What follows belongs to an exercise in optimizing a design on an open flow for small area and a short achievable clock period; a production flow would make more cautious choices. Only simulation tests tie the RTL to the original design; equivalence was not proved. Power and IR drop assume default switching activity.

==> 04-24: inputs <==
// proj3_core
module proj3_core (
    input  wire        clk,
    input  wire        rst,             
    input  wire [16:0] prog_len,        
    input  wire        pred_update,     
    output wire [15:0] imem_addr,       
    input  wire [31:0] imem_rdata,
    output wire [15:0] dmem_raddr,      
    input  wire [31:0] dmem_rdata,
    output wire        dmem_we,         
    output wire [15:0] dmem_waddr,
    output wire [31:0] dmem_wdata,
    input  wire [3:0]  dbg_rsel,        
    output wire [31:0] dbg_rdata,
    output wire        done,
    output wire        halted,
    output wire        stall,
    output wire [2:0]  fault_cause,
    output wire [3:0]  fault_stage,
    output wire [31:0] fault_fpc,
    output reg         illegal,
    output reg  [63:0] illegal_count,
    output reg  [63:0] cycles,
    output reg  [63:0] stalls,
    output reg  [63:0] commits
);
==> flow/config.mk <==
export PLATFORM = sky130hd
export DESIGN_NAME = proj3_core
export DESIGN_NICKNAME = proj3_core
export VERILOG_FILES = /design/flow/design.v
export SDC_FILE = /design/flow/constraint.sdc
export NUM_CORES = 4
export LEC_CHECK = 0
export ABC_AREA = 1
export CAP_MARGIN = 20
export CORE_MARGIN = 2
export CORE_UTILIZATION = 40
export SLEW_MARGIN = 20
export SYNTH_HIERARCHICAL = 1
export SYNTH_MINIMUM_KEEP_SIZE = 400
==> flow/constraint.sdc <==
create_clock -name core_clock -period 80.0 [get_ports {clk}]
set_input_delay 16.0000 -clock core_clock [delete_from_list [all_inputs] [get_ports {clk}]]
set_output_delay 16.0000 -clock core_clock [all_outputs]
set_load 0.01 [all_outputs]
run.sh (not shown) runs the stock make flow with config.mk's settings and CLKGATE_MAP_FILE= SYNTH_SCRIPT=/design/flow/synth_recipe.tcl, a recipe that flattens the netlist after the stock synthesis.
==> 08-12 (differences from 04-24) <==
--- a/flow/design.v
+++ b/flow/design.v
@@ -80,63 +80,12 @@
             assign gt[l+1][N-1:(N >> (l + 1))] = {(N - (N >> (l + 1))){1'b0}};
             assign eq[l+1][N-1:(N >> (l + 1))] = {(N - (N >> (l + 1))){1'b0}};
         end
     end endgenerate
     assign ge = gt[L][0] | eq[L][0];
 endmodule
-module proj3_io (
-    input  wire [511:0] x_flat,
-    input  wire [3:0]   dbg_rsel,
-    output wire [31:0]  dbg_rdata,
-    input  wire [19:0]  pc,
-    input  wire [16:0]  prog_len,
-    input  wire         br_taken,
-    input  wire [7:0]   br_tgt,
-    input  wire         halted,
-    input  wire         any_fault,
-    input  wire         pipe_empty,
-    input  wire         f_fwd,
-    input  wire [31:0]  imem_rdata,
-    input  wire         v_ia,
-    input  wire [7:0]   ia_d,
-    output wire [19:0]  f_pc,
-    output wire         f_exh,
-    output wire         f_haz,
-    output wire         done,
-    output wire [15:0]  imem_addr,
-    output wire         stall,
-    input  wire         rst,
-    input  wire         m1_isst,
-    input  wire [15:0]  m1_P,
-    output wire         dmem_we,
-    output wire [15:0]  dmem_waddr,
-    output wire [31:0]  dmem_wdata
-);
-    reg [31:0] rd;
-    integer k;
-    always @(*) begin
-        rd = 32'd0;
-        for (k = 0; k < 16; k = k + 1)
-            rd = rd | (x_flat[k*32 +: 32] & {32{dbg_rsel == k}});
-    end
-    assign dbg_rdata = rd;
-    wire pc_ge;
-    proj3_ge #(.W(17)) u_pcge (.a(pc[18:2]), .b(prog_len), .ge(pc_ge));
-    wire pc_exh = pc[19] | pc_ge;
-    assign done = pc_exh & pipe_empty;
-    wire tg_exh = br_tgt[7] | ((prog_len[16:5] == 12'd0) & (br_tgt[6:2] >= prog_len[4:0]));
-    assign f_exh = br_taken ? tg_exh : pc_exh;
-    assign f_pc  = br_taken ? {{12{br_tgt[7]}}, br_tgt} : pc;
-    assign imem_addr = (~halted & ~f_exh) ? f_pc[17:2] : 16'd0;
-    assign f_haz = ~f_fwd & (imem_rdata[31:24] == 8'd5 || imem_rdata[31:24] == 8'd6) & v_ia &
-                   ~imem_rdata[15] & ~ia_d[7] & (imem_rdata[14:8] == ia_d[6:0]);
-    assign stall = ~halted & ~any_fault & ~f_exh & f_haz;
-    assign dmem_we    = ~rst & ~halted & ~any_fault & m1_isst;
-    assign dmem_waddr = dmem_we ? {9'd0, m1_P[6:0]} : 16'd0;
-    assign dmem_wdata = dmem_we ? {{24{m1_P[15]}}, m1_P[15:8]} : 32'd0;
-endmodule
 module proj3_rows #(parameter JH = 31, parameter JL = 0, parameter RIPW = 0, parameter STY = 2) (
     input  wire [31:0] l_in,      
     input  wire [31:0] o_in,      
     input  wire [31:0] r_in,      
     input  wire        dv,
     input  wire        as,        
@@ -217,13 +166,13 @@
     output reg  [63:0] stalls,
     output reg  [63:0] commits
 );
     localparam [3:0] C_SET = 4'd0, C_ADD = 4'd1, C_SUB = 4'd2, C_MUL = 4'd3, C_DIV = 4'd4,
                      C_LD = 4'd5, C_ST = 4'd6, C_BEZ = 4'd7, C_BGEZ = 4'd8, C_BLEZ = 4'd9,
                      C_BGTZ = 4'd10, C_BLTZ = 4'd11, C_ILL = 4'd13;
-    localparam RA = 22, RB = 14, RC = 7, RIPW = 12, STY = 2;
+    localparam RA = 22, RB = 13, RC = 6, RIPW = 12, STY = 2;
     reg [19:0] pc;               
     reg v_if, v_id, v_ia, v_rr, v_add, v_mul, v_div, v_br, v_m1, v_m2, v_wb;
     reg [3:0]  if_op, id_op, ia_op, rr_op, ad_op, ml_op, dv_op, br_op;
     reg [7:0]  if_d, id_d, ia_d;
     reg [3:0]  rr_d, ad_d, ml_d, dv_d, br_d, m1_d, m2_d, wb_d;
     reg [7:0]  if_l, id_l, ia_l, rr_l;
@@ -243,38 +192,43 @@
     reg [7:0]  btb [0:15];
     reg        pf_v;
     reg [2:0]  pf_cnt;
     reg [1:0]  pf_st;           
     reg [17:0] pf_pc;
     reg [2:0]  fr_st;
+    reg [17:0] fr_pc;
     integer i;
     function [31:0] xrd(input [3:0] sel, input [511:0] flat);
         integer k;
         begin
             xrd = 32'd0;
             for (k = 0; k < 16; k = k + 1)
                 xrd = xrd | (flat[k*32 +: 32] & {32{sel == k}});
         end
     endfunction
     wire [511:0] x_flat = {x[15], x[14], x[13], x[12], x[11], x[10], x[9], x[8],
                            x[7], x[6], x[5], x[4], x[3], x[2], x[1], x[0]};
+    wire        pc_ge;
+    proj3_ge #(.W(17)) u_pcge (.a(pc[18:2]), .b(prog_len), .ge(pc_ge));
+    wire        pc_exh     = pc[19] | pc_ge;
     wire        pipe_empty = ~(v_if | v_id | v_ia | v_rr | v_add | v_mul | v_div | v_br |
                                v_m1 | v_m2 | v_wb);
+    assign done   = pc_exh & pipe_empty;
     assign halted = (fr_st != 3'd0);
     wire   run    = ~done & ~halted;
     wire pf_fire   = pf_v & (pf_cnt == 3'd0);
     wire rr_fault  = v_rr & rr_rf;
     wire any_fault = pf_fire | rr_fault;
     wire step      = run & ~any_fault;
     assign fault_cause = (fr_st == 3'd1 || fr_st == 3'd5) ? 3'd2 :
                          (fr_st == 3'd2) ? 3'd1 :
                          (fr_st == 3'd3 || fr_st == 3'd4) ? 3'd3 : 3'd0;
     assign fault_stage = (fr_st == 3'd1) ? 4'd3 : (fr_st == 3'd2) ? 4'd6 :
                          (fr_st == 3'd3) ? 4'd8 : (fr_st == 3'd4) ? 4'd9 :
                          (fr_st == 3'd5) ? 4'd10 : 4'd0;
-    assign fault_fpc   = {14'd0, pf_pc & {18{halted}}};
+    assign fault_fpc   = {14'd0, fr_pc};
     wire wb_wr = v_wb & wb_w;
     wire m2_isld = v_m2 & m2_ld;
     wire m1_isst = v_m1 & m1_st;
     wire       br_is    = v_br & (br_op >= C_BEZ) & (br_op <= C_BLTZ);
     wire       br_taken = br_is & br_c;
     wire [7:0] br_tgt   = br_P[7:0];
@@ -335,38 +289,39 @@
         .l_out(d_L), .r_out(d_R));
     proj3_rows #(.JH(RC-1), .JL(0), .RIPW(RIPW), .STY(STY)) u_rows3 (
         .l_in(dv_L), .o_in(dv_O), .r_in(dv_R), .dv(dv_dv), .as(dv_as), .sub(dv_sub),
         .l_out(b_L), .r_out(b_R));
     wire [31:0] b_P = (dv_ml | dv_as) ? b_R : b_L;
     wire [31:0] m1_Pn = br_n ? (32'd0 - br_P) : br_P;
-    wire [19:0] f_pc;
-    wire        f_exh, f_haz;
+    wire [19:0] f_pc  = br_taken ? {{12{br_tgt[7]}}, br_tgt} : pc;
+    wire        tg_exh = br_tgt[7] | ((prog_len[16:5] == 12'd0) & (br_tgt[6:2] >= prog_len[4:0]));
+    wire        f_exh  = br_taken ? tg_exh : pc_exh;
+    wire [15:0] f_idx = f_pc[17:2];
     wire        f_fwd  = m1_isst & (f_pc[17:9] == 9'd0) & (f_pc[8:2] == m1_P[6:0]);
     wire [31:0] f_word = f_fwd ? {{24{m1_P[15]}}, m1_P[15:8]} : imem_rdata;
     wire [7:0]  f_opb  = f_word[31:24];
     wire [3:0]  f_op   = (f_opb > 8'd12) ? C_ILL : f_opb[3:0];
     wire        f_br   = (f_opb >= 8'd7) & (f_opb <= 8'd11);
     wire        f_mem  = (f_opb == 8'd5) | (f_opb == 8'd6);
-    proj3_io u_io (
-        .x_flat(x_flat), .dbg_rsel(dbg_rsel), .dbg_rdata(dbg_rdata),
-        .pc(pc), .prog_len(prog_len), .br_taken(br_taken), .br_tgt(br_tgt),
-        .halted(halted), .any_fault(any_fault), .pipe_empty(pipe_empty), .f_fwd(f_fwd),
-        .imem_rdata(imem_rdata), .v_ia(v_ia), .ia_d(ia_d),
-        .f_pc(f_pc), .f_exh(f_exh), .f_haz(f_haz), .done(done), .imem_addr(imem_addr),
-        .stall(stall), .rst(rst), .m1_isst(m1_isst), .m1_P(m1_P[15:0]),
-        .dmem_we(dmem_we), .dmem_waddr(dmem_waddr), .dmem_wdata(dmem_wdata));
+    wire        f_haz  = ~f_fwd & (imem_rdata[31:24] == 8'd5 || imem_rdata[31:24] == 8'd6) & v_ia & ~imem_rdata[15] & ~ia_d[7] & (imem_rdata[14:8] == ia_d[6:0]);
     wire [3:0]  p_idx   = f_pc[5:2];
     wire        p_fwd   = pr_upd & (br_pi == p_idx);
     wire [1:0]  p_pt    = p_fwd ? pt_upd : pt[p_idx];
     wire [7:0]  p_btb   = (p_fwd & br_c) ? br_tgt : btb[p_idx];
     wire        p_taken = p_pt[1];
     wire        f_stall = ~f_exh & f_haz;
     wire        f_admit = ~f_exh & ~f_stall;
     wire [19:0] n_pc    = (f_exh | f_stall) ? f_pc :
                           (f_br & p_taken)  ? {{12{p_btb[7]}}, p_btb} : f_pc + 20'd4;
+    assign imem_addr  = (~halted & ~f_exh) ? f_idx : 16'd0;
     assign dmem_raddr = (~halted & m2_isld) ? {{8{m2_P[15]}}, m2_P[15:8]} : 16'd0;
+    assign dmem_we    = ~rst & ~halted & ~any_fault & m1_isst;
+    assign dmem_waddr = dmem_we ? {9'd0, m1_P[6:0]} : 16'd0;
+    assign dmem_wdata = dmem_we ? {{24{m1_P[15]}}, m1_P[15:8]} : 32'd0;
+    assign dbg_rdata  = xrd(dbg_rsel, x_flat);
+    assign stall      = ~halted & ~any_fault & f_stall;
     wire id_ill = v_id & (id_op == C_ILL);
     always @(posedge clk) begin
         if_op <= f_op; if_d <= f_word[23:16]; if_l <= f_word[15:8]; if_r <= f_word[7:0];
         if_pc <= f_pc[17:0];
         id_op <= if_op; id_d <= if_d; id_l <= if_l; id_r <= if_r; id_pc <= if_pc;
         ia_op <= id_op; ia_d <= id_d; ia_l <= id_l; ia_r <= id_r; ia_pc <= id_pc;
@@ -398,22 +353,22 @@
             for (i = 0; i < 16; i = i + 1) begin
                 x[i]  <= 32'd0;
                 pt[i] <= 2'd0;
             end
             pf_v  <= 1'b0;
             fr_st <= 3'd0;
+            fr_pc <= 18'd0;
             illegal       <= 1'b0;
             illegal_count <= 64'd0;
             cycles        <= 64'd0;
             stalls        <= 64'd0;
             commits       <= 64'd0;
         end else if (run) begin
             if (any_fault) begin
                 fr_st <= pf_fire ? {1'b0, pf_st} + 3'd2 : 3'd1;
-                if (~pf_fire)
-                    pf_pc <= rr_pc;
+                fr_pc <= pf_fire ? pf_pc : rr_pc;
             end else begin
                 if (wb_wr)
                     x[wb_d] <= wb_P;
                 if (v_wb)
                     commits <= commits + 64'd1;
                 if (pr_upd)
Settings changed: SYNTH_HIERARCHICAL 1 to default, SYNTH_MINIMUM_KEEP_SIZE 400 to default.
==> summary.md <==
| Metric | Value |
|---|---|
| Warnings from Yosys | `33` |
| Power Density | `34.3 mW/mm^2` |
| Worst path max stage delay | `0.88 ns` |
| Worst hold endpoint | `m2_P[22]` |
| Outcome | `complete, no violations` |
| Mapped cell area | `0.0980 mm^2` |
| Clk pwr | `0.000884 W` |
| Sequential cell count | `1616` |
| CP Max Fanout | `15` |
| Wire per inst | `24.8 um` |
| Net Switching | `0.00166 W` |
| Path depth of the worst reg2reg path | `196` |
| Layout area overhead | `15.2%` |
(the above is from 04-24)
==> summary.md <==
| Metric | Value |
|---|---|
| CP Max Fanout | `23` |
| Path depth of the worst reg2reg path | `166` |
| Layout area overhead | `15.1%` |
| Sequential cell count | `1636` |
| Outcome | `complete, no violations` |
| Worst hold endpoint | `rr_l[0]` |
| Mapped cell area | `0.0997 mm^2` |
| Worst path max stage delay | `0.95 ns` |
| Power Density | `32.5 mW/mm^2` |
(the above is from 08-12)

==> static timing again, ports no longer ideal <==
No port has a modelled driver above. Below, the same layouts with a new extraction and two added sets of constraints.
Step 1 sets driving cells, clkbuf_16 on the clock port and buf_2 on the other inputs (assumed; they add their load-dependent delay and slew).
Step 2 moves the port delays by t, midway between the first and last clock arrival at a register: inputs arrive t later, outputs are due t later. That takes back most of the time a late clock gives input paths.
Slacks: ideal / step 1 / step 2; pairs: ideal / step 1.
| run | t (ns) | setup slack, ns | worst register clock-pin slew, ns |
|---|---|---|---|
| 04-24 | 0.947 | 43.531 / 43.449 / 43.449 | 0.07 / 0.07 |
| 08-12 | 0.979 | 43.529 / 43.503 / 43.503 | 0.07 / 0.07 |
After both steps setup and hold are still met in every run listed. For 04-24, which loses most, drivers alone change the setup slack by -0.082 ns; drivers and shift together by -0.082 ns.
